This is an optimization exercise on Yosys and OpenROAD, whose aim is small area, a short achievable clock period and few clock cycles, not a production implementation.
The RTL was checked by simulation tests, not by an equivalence proof against the original design.
Power and IR drop assume default switching activity.

==> trial 65: inputs <==
Design grfdec_cipher, start of the top module:
module grfdec_cipher (
    input  wire        clk,
    input  wire        rst,
    input  wire        cmd_valid,
    output wire        cmd_ready,
    input  wire [31:0] cmd_word,
    input  wire [31:0] src,
    input  wire [31:0] len,
    input  wire [31:0] csize,
    input  wire [7:0]  typ,
    input  wire [63:0] blk_in,
    output wire        done,
    output wire [7:0]  ecode,
    output wire [63:0] blk_out,
    output wire [4:0]  cycle_out,
    output wire        mem_en,
    output wire        mem_we,
    output wire [8:0]  mem_addr,
    output wire [63:0] mem_wdata,
    input  wire [63:0] mem_rdata
);
clock: 5.0 ns
lec_check: 0
cap_margin: 20
core_margin: 2
core_utilization: 40
slew_margin: 20
standard.sh (not shown) runs the stock make flow with config.mk's settings and CLKGATE_MAP_FILE= SYNTH_SCRIPT=/design/flow/synth_recipe.tcl, a recipe that flattens the netlist after the stock synthesis.
==> flow/flow/run.sh <==
#!/bin/bash
# Own layout flow: the standard ORFS flow (standard.sh) with two changes.
#  1. Technology mapping: every abc call of the synthesis runs flow/area.abc, an
#     area-oriented ABC script, instead of ORFS's speed script. The rest of
#     the synthesis is synth_recipe.tcl unchanged, so the registers (mapped
#     before abc) keep their cells and names.
#  2. Port buffering: buffer_ports inserts sky130_fd_sc_hd__buf_1 on every
#     input and output port (the resizer may upsize them) instead of the
#     delay buffer it picks by default.
# Every tool's output goes to own_flow.log here; ORFS's own logs stay under orfs/logs.
set -euo pipefail
W=$(pwd)
ABC=$W/flow/area.abc
{
  echo "proc abc {args} { set i [lsearch \$args -script]; if {\$i >= 0} { lset args [expr {\$i+1}] {$ABC} }; yosys abc {*}\$args }"
  cat "$W/synth_recipe.tcl"
} > "$W/own_synth.tcl"
grep -q "SYNTH_SCRIPT=" standard.sh
sed -e "s#SYNTH_SCRIPT=[^ ]*#SYNTH_SCRIPT=$W/own_synth.tcl#" \
    -e "s#\"\${@:-finish}\"#'BUFFER_PORTS_ARGS=-buffer_cell sky130_fd_sc_hd__buf_1' \"\${@:-finish}\"#" \
    standard.sh > own_standard.sh
grep -q "own_synth.tcl" own_standard.sh
grep -q "BUFFER_PORTS_ARGS" own_standard.sh
bash own_standard.sh > own_flow.log 2>&1
==> flow/flow/area.abc <==
strash
&get -n
&deepsyn -T 30
&put
dch
map -a
topo
stime -c
==> trial 61 (differences from trial 65) <==
--- a/flow/design.v
+++ b/flow/design.v
@@ -430,11 +430,11 @@
   reg [1:0]  ecode_r;
   reg [4:0]  cycle_r;
   reg [8:0]  a0, a1;       
   reg        f0, f1;       
   reg        v0, v1;       
-  reg [9:0]  endw;         
+  reg [9:0]  lastw;        
   reg [4:0]  lead;         
   reg        inlead;       
   reg [4:0]  dd;           
   reg [3:0]  js;           
   reg        sh;           
@@ -487,12 +487,12 @@
   end
   wire [9:0] nblocks  = len[12:3];
   wire       buf_ok   = is_buf && !buf_malf && !out_range;
   wire       has_work = buf_ok && (m_mix || m_hdr) && (nblocks != 10'd0);
   wire       two      = (nblocks[9:1] != 9'd0);    
-  wire [9:0] endw_hdr = {1'b0, src[11:3]} + 10'd20;
-  wire [9:0] endw0    = (m_hdr && nblocks > 10'd20) ? endw_hdr : lo_sum[12:3];
+  wire [9:0] nlimit   = (m_hdr && nblocks > 10'd20) ? 10'd20 : nblocks;
+  wire [9:0] lastw0   = {1'b0, src[11:3]} + nlimit - 10'd1;
   reg [1:0] ecode_val;
   always @* begin
     if (!legal)
       ecode_val = E_ILLEGAL;
     else if ((is_cycle && cs_neg) || (is_buf && buf_malf))
@@ -513,11 +513,11 @@
   wire [9:0] g_one  = {1'b0, gbase} + 10'd1;
   wire [9:0] g_js   = {1'b0, gbase} + {6'd0, js};
   wire [9:0] g_dd   = {1'b0, gbase} + {6'd0, dd[3:0]};
   wire [9:0] gnext  = inlead ? g_one : sh ? g_js : g_dd;
   wire       gdes   = inlead || !sh;
-  wire       more   = (gnext < endw);
+  wire       more   = (gnext <= lastw);
   wire [4:0] dd_sh  = dd - {1'b0, js};
   wire [3:0] js_des = js - dd[3:0] + 4'd1;
   always @(posedge clk) begin
     wbuf <= blk_res;
     if (rst) begin
@@ -538,11 +538,11 @@
         a0      <= src[11:3];
         a1      <= src[11:3] + 9'd1;
         f0      <= 1'b1;
         f1      <= 1'b1;
         v1      <= two;
-        endw    <= endw0;
+        lastw   <= lastw0;
         lead    <= 5'd18;
         inlead  <= 1'b1;
         dd      <= dd0;
         js      <= 4'd8;
         sh      <= ge4 && !ge6;       
==> flow/run.sh (new file) <==
#!/bin/bash
# synth_recipe.tcl (not shown) runs the flow's synth.tcl, then flattens the netlist and writes it again
# the make line also repeats each setting of config.mk as NAME=value (left out here)
make -C /OpenROAD-flow-scripts/flow DESIGN_CONFIG=/design/flow/config.mk WORK_HOME=/design/flow/orfs CLKGATE_MAP_FILE= SYNTH_SCRIPT=/design/flow/synth_recipe.tcl finish
removed: flow/flow/run.sh
removed: flow/flow/area.abc
removed: flow/standard.sh
==> trial 76 (differences from trial 65) <==
--- a/flow/design.v
+++ b/flow/design.v
@@ -430,16 +430,14 @@
   reg [1:0]  ecode_r;
   reg [4:0]  cycle_r;
   reg [8:0]  a0, a1;       
   reg        f0, f1;       
   reg        v0, v1;       
-  reg [9:0]  endw;         
+  reg [9:0]  rem;          
   reg [4:0]  lead;         
-  reg        inlead;       
   reg [4:0]  dd;           
   reg [3:0]  js;           
-  reg        sh;           
   reg [63:0] wbuf;         
   assign cmd_ready = !busy;
   assign done      = done_r;
   assign ecode     = {6'd0, ecode_r};
   assign blk_out   = blk_r;
@@ -487,12 +485,11 @@
   end
   wire [9:0] nblocks  = len[12:3];
   wire       buf_ok   = is_buf && !buf_malf && !out_range;
   wire       has_work = buf_ok && (m_mix || m_hdr) && (nblocks != 10'd0);
   wire       two      = (nblocks[9:1] != 9'd0);    
-  wire [9:0] endw_hdr = {1'b0, src[11:3]} + 10'd20;
-  wire [9:0] endw0    = (m_hdr && nblocks > 10'd20) ? endw_hdr : lo_sum[12:3];
+  wire [9:0] rem0     = (m_hdr && nblocks > 10'd20) ? 10'd18 : nblocks - 10'd2;
   reg [1:0] ecode_val;
   always @* begin
     if (!legal)
       ecode_val = E_ILLEGAL;
     else if ((is_cycle && cs_neg) || (is_buf && buf_malf))
@@ -507,19 +504,24 @@
   wire [63:0] des_out;
   wire [63:0] shuf_out;
   grf_desdec u_des  (.din(xin), .dout(des_out));
   grf_shuf   u_shuf (.x(xin),   .y(shuf_out));
   wire [63:0] blk_res = sel_des ? des_out : shuf_out;
-  wire [8:0] gbase  = ph[0] ? a0 : a1;
-  wire [9:0] g_one  = {1'b0, gbase} + 10'd1;
-  wire [9:0] g_js   = {1'b0, gbase} + {6'd0, js};
-  wire [9:0] g_dd   = {1'b0, gbase} + {6'd0, dd[3:0]};
-  wire [9:0] gnext  = inlead ? g_one : sh ? g_js : g_dd;
-  wire       gdes   = inlead || !sh;
-  wire       more   = (gnext < endw);
-  wire [4:0] dd_sh  = dd - {1'b0, js};
-  wire [3:0] js_des = js - dd[3:0] + 4'd1;
+  wire [8:0] gbase = ph[0] ? a0 : a1;
+  reg  [3:0] step;
+  reg        nxt_des;
+  always @* begin
+    if (lead != 5'd0) begin
+      step = 4'd1;         nxt_des = 1'b1;
+    end else if ({1'b0, js} < dd) begin
+      step = js;           nxt_des = 1'b0;
+    end else begin
+      step = dd[3:0];      nxt_des = 1'b1;
+    end
+  end
+  wire       more  = ({6'd0, step} <= rem);
+  wire [8:0] gnext = gbase + {5'd0, step};
   always @(posedge clk) begin
     wbuf <= blk_res;
     if (rst) begin
       busy    <= 1'b0;
       ph      <= 2'd0;
@@ -538,47 +540,43 @@
         a0      <= src[11:3];
         a1      <= src[11:3] + 9'd1;
         f0      <= 1'b1;
         f1      <= 1'b1;
         v1      <= two;
-        endw    <= endw0;
+        rem     <= rem0;
         lead    <= 5'd18;
-        inlead  <= 1'b1;
         dd      <= dd0;
         js      <= 4'd8;
-        sh      <= ge4 && !ge6;       
         ph      <= 2'd0;
         if (has_work)
           busy <= 1'b1;
         else
           done_r <= 1'b1;
       end else if (busy) begin
         ph <= ph + 2'd1;
         if (ph[1]) begin
-          if (inlead) begin
-            lead   <= lead - 5'd1;
-            inlead <= (lead != 5'd1);
-          end else if (sh) begin
-            dd <= dd_sh;
+          if (lead != 5'd0) begin
+            lead <= lead - 5'd1;
+          end else if (!nxt_des) begin
+            dd <= dd - {1'b0, js};
             js <= 4'd7;
-            sh <= (dd_sh >= 5'd8);
           end else begin
-            js <= js_des;
+            js <= js - (dd[3:0] - 4'd1);
             dd <= cycle_r;
-            sh <= ({1'b0, js_des} < cycle_r);
           end
+          rem <= rem - {6'd0, step};
           if (!ph[0]) begin
-            a0 <= gnext[8:0];
-            f0 <= gdes;
+            a0 <= gnext;
+            f0 <= nxt_des;
             v0 <= v1 && more;
             if (!v1) begin
               busy   <= 1'b0;
               done_r <= 1'b1;
             end
           end else begin
-            a1 <= gnext[8:0];
-            f1 <= gdes;
+            a1 <= gnext;
+            f1 <= nxt_des;
             v1 <= v0 && more;
             if (!v0) begin
               busy   <= 1'b0;
               done_r <= 1'b1;
             end
==> flow/run.sh (new file) <==
#!/bin/bash
# synth_recipe.tcl (not shown) runs the flow's synth.tcl, then flattens the netlist and writes it again
# the make line also repeats each setting of config.mk as NAME=value (left out here)
make -C /OpenROAD-flow-scripts/flow DESIGN_CONFIG=/design/flow/config.mk WORK_HOME=/design/flow/orfs CLKGATE_MAP_FILE= SYNTH_SCRIPT=/design/flow/synth_recipe.tcl finish
removed: flow/flow/run.sh
removed: flow/flow/area.abc
removed: flow/standard.sh
==> summary of the runs <==
Trial 61 ran to the end with no violations. Trial 65 finished clean. Trial 76 completed with no timing, DRC or antenna violations.
Between trial 61 and trial 65, the lower first-iteration DRC count is in trial 65 (gap about 34%, measured against trial 65).
Synthesized area is about the same in trial 61 and trial 76.
Clock-buffer cell count, lowest first: trial 76, trial 65, trial 61.
Die area: trial 65 is lower than trial 76 (25%).
Of trial 61 and trial 65, trial 65 has the higher clock skew (gap 0.0012 ns).
Synthesized cell count: trial 61 > trial 76 > trial 65.
Critical path depth, lowest first: trial 76, trial 61, trial 65.
Sequential cell count is the same in trial 65 and trial 61.
Core utilization: trial 65 < trial 61 < trial 76.
Sequential power, lowest first: trial 76, trial 61, trial 65.
Testbench counts of trial 65, summed over its fixed seeds: cycles 91,034.
Testbench counts of trial 61, summed over its fixed seeds: cycles 91,034.
Testbench counts of trial 76, summed over its fixed seeds: cycles 91,034.

[static timing again, ports no longer ideal]
How much do the figures lean on ideal ports? The routed layouts below were timed once more, with nothing changed but the port constraints. Step 1 sets driving cells, clkbuf_16 on the clock port and buf_2 on the other inputs (assumed; they add their load-dependent delay and slew). Step 2, shift: input delay + t, output delay - t, t = (earliest + latest rising clock arrival at the registers) / 2. This alone moves slack from input paths to output paths. a / b / c = no drivers / after step 1 / after step 2; a / b = the first two.
| run | t (ns) | setup WS [ns] | clock arrival spread, ns | slew at the worst register clock pin (ns) | cell pins on the clock port's net |
|---|---|---|---|---|---|
| trial 65 | 0.509 | 0.421 / 0.454 / -0.055 | 0.012 / 0.012 | 0.08 / 0.08 | 1 |
| trial 61 | 0.497 | 0.564 / 0.582 / 0.084 | 0.012 / 0.011 | 0.08 / 0.08 | 1 |
| trial 76 | 0.506 | 0.576 / 0.602 / 0.096 | 0.016 / 0.015 | 0.08 / 0.08 | 1 |
Met with ideal ports but missed after step 2: setup timing in trial 65.
